Source: an optimization exercise on an open RTL-to-GDS flow (aim: small area). Production flows keep margins and buffers that such runs may drop. Only simulation tests tie the RTL to the original design; equivalence was not proved. The flow treats the clock pin as an ideal source, which a real chip does not have. Power is estimated from default activity; no workload was simulated.

==> flow/design.v (excerpt) <==
module annette_desc_block (
    input  wire        clk,
    input  wire        rst,           
    input  wire [31:0] table_base,
    input  wire        cpl0,
    output wire        cmd_ready,
    input  wire        cmd_valid,
    input  wire [7:0]  cmd,
    input  wire [31:0] base_in,
    input  wire [31:0] limit_in,
    input  wire [7:0]  access_in,
    input  wire [63:0] rec_in,
    input  wire        res_rd,
    input  wire        wr_valid,
    input  wire [31:0] wr_addr,
    input  wire [1:0]  wr_size,
    output wire [63:0] res,
    output wire [7:0]  status,
    output wire        mem_we,
    output wire [31:0] mem_addr,
    output wire [63:0] mem_wdata,
    input  wire        mem_ready,
    output wire        gdtr_we,
    output wire [15:0] gdtr_limit,
    output wire [31:0] gdtr_base
);
Settings: LEC_CHECK=0, CAP_MARGIN=20, CORE_MARGIN=2, CORE_UTILIZATION=40, SLEW_MARGIN=20; clock period 10.0 ns.
standard.sh (not shown) runs the stock make flow with config.mk's settings and CLKGATE_MAP_FILE= SYNTH_SCRIPT=/design/flow/synth_recipe.tcl, a recipe that flattens the netlist after the stock synthesis.
==> flow/flow/run.sh <==
#!/bin/bash
# The standard layout (standard.sh, unchanged synthesis and steps) with
# four placement/CTS/routing choices:
#  - every input and output port still gets its own buffer, made from the
#    smallest buffer cell (buf_1) instead of the default pick;
#  - clock tree from clkbuf_8 cells, without CTS dummy loads;
#  - constant outputs share the tie cells synthesis made (one per value)
#    instead of one tie cell per output;
#  - after global routing, non-critical gates are downsized (ORFS's
#    RECOVER_POWER step, on all paths with positive slack).
# Each run's full output goes to standard.log in this folder.
export BUFFER_PORTS_ARGS="-buffer_cell sky130_fd_sc_hd__buf_1"
export CTS_ARGS="-sink_clustering_enable -repair_clock_nets -buf_list sky130_fd_sc_hd__clkbuf_8 -dont_use_dummy_load"
export SKIP_REPAIR_TIE_FANOUT=1
export RECOVER_POWER=100
bash standard.sh > standard.log 2>&1
The first run reached the layout checks and failed them: capacitance limit, slew limit.
Next try:
==> flow/flow/run.sh (replaced) <==
#!/bin/bash
# The standard layout (standard.sh, unchanged synthesis and steps) with
# three placement/CTS choices:
#  - every input and output port still gets its own buffer, made from the
#    smallest buffer cell (buf_1) instead of the default pick;
#  - clock tree from clkbuf_8 cells, without CTS dummy loads;
#  - constant outputs share the tie cells synthesis made (one per value)
#    instead of one tie cell per output.
# Each run's full output goes to standard.log in this folder.
export BUFFER_PORTS_ARGS="-buffer_cell sky130_fd_sc_hd__buf_1"
export CTS_ARGS="-sink_clustering_enable -repair_clock_nets -buf_list sky130_fd_sc_hd__clkbuf_8 -dont_use_dummy_load"
export SKIP_REPAIR_TIE_FANOUT=1
bash standard.sh > standard.log 2>&1
=> The changed run passed the timing, DRC and antenna checks; wire length is about the same; critical path depth stays the same; fmax is about the same; non-clock buffer count is unchanged; core utilization climbs by 0.10 points; worst setup slack gains 0.0066 ns; worst hold slack gets worse by 0.0036 ns; combinational power is about the same; die area stays the same; first-iteration DRC count climbs slightly; flip-flop and latch count does not change.
Next try:
==> flow/flow/run.sh (replaced) <==
#!/bin/bash
# The standard layout (standard.sh, unchanged synthesis and steps) with
# three placement/CTS choices:
#  - every input and output port still gets its own buffer, made from the
#    smallest buffer cell (buf_1) instead of the default pick;
#  - clock tree from clkbuf_4 cells, without CTS dummy loads;
#  - constant outputs share the tie cells synthesis made (one per value)
#    instead of one tie cell per output.
# Each run's full output goes to standard.log in this folder.
export BUFFER_PORTS_ARGS="-buffer_cell sky130_fd_sc_hd__buf_1"
export CTS_ARGS="-sink_clustering_enable -repair_clock_nets -buf_list sky130_fd_sc_hd__clkbuf_4 -dont_use_dummy_load"
export SKIP_REPAIR_TIE_FANOUT=1
bash standard.sh > standard.log 2>&1
CORE_UTILIZATION = 70   (was 40)
PLACE_DENSITY = 0.8   (was default)
After rerunning: This time the run died in I/O pin placement (3_2_place_iop). Synthesized area stays the same. Synthesized cell count does not change.
Next try:
==> flow/flow/run.sh (replaced) <==
#!/bin/bash
# The standard layout (standard.sh, unchanged synthesis and steps) with
# four placement/CTS/routing choices:
#  - every input and output port still gets its own buffer, made from the
#    smallest buffer cell (buf_1) instead of the default pick;
#  - clock tree from clkbuf_8 cells, without CTS dummy loads;
#  - constant outputs share the tie cells synthesis made (one per value)
#    instead of one tie cell per output;
#  - after CTS, gates on paths with positive slack are downsized
#    (repair_timing -recover_power), then max-slew/max-cap is repaired
#    (flow/post_cts.tcl, run through ORFS's POST_CTS_TCL hook).
# Each run's full output goes to standard.log in this folder.
export BUFFER_PORTS_ARGS="-buffer_cell sky130_fd_sc_hd__buf_1"
export CTS_ARGS="-sink_clustering_enable -repair_clock_nets -buf_list sky130_fd_sc_hd__clkbuf_8 -dont_use_dummy_load"
export SKIP_REPAIR_TIE_FANOUT=1
export POST_CTS_TCL="$PWD/flow/post_cts.tcl"
bash standard.sh > standard.log 2>&1
==> flow/flow/post_cts.tcl (new file) <==
# Runs at the end of ORFS's CTS step (POST_CTS_TCL hook), before the
# step writes its database: downsize gates on paths with positive slack,
# then fix any max-slew/max-capacitance violation this causes and
# re-legalize the placement. Global routing later repairs again with
# routed parasitics.
estimate_parasitics -placement
repair_timing -recover_power 100 -verbose
repair_design -slew_margin 20 -cap_margin 20 -verbose
detailed_placement
check_placement -verbose
CORE_UTILIZATION = 40   (was 70)
PLACE_DENSITY = default   (was 0.8)
=> This time the run went through all stages and came out clean; area after synthesis is unchanged; synthesized cell count is unchanged.

## re-timing with driven ports
In the flow no input, the clock included, has a driving cell. The finished layouts below were timed again as built, in two steps. Step 1, drivers: a clkbuf_16 drives clk and a buf_2 each remaining input, both assumed. Step 2 moves the port delays by t, midway between the first and last clock arrival at a register: inputs arrive t later, outputs are due t later. That takes back most of the time a late clock gives input paths. Three values: ideal ports, drivers, drivers and shift; two values: the first two.
run | t, ns | setup slack, ns | worst setup path at the end | slew at the worst register clock pin (ns) | worst data-port slew with drivers (ns)
the first run | 0.375 | 2.429 / 2.406 / 2.406 | input to output | 0.08 / 0.08 | 0.09
the second run | 0.374 | 2.435 / 2.411 / 2.411 | input to output | 0.08 / 0.08 | 0.09
the fourth run | 0.378 | 2.418 / 2.394 / 2.394 | input to output | 0.08 / 0.08 | 0.09
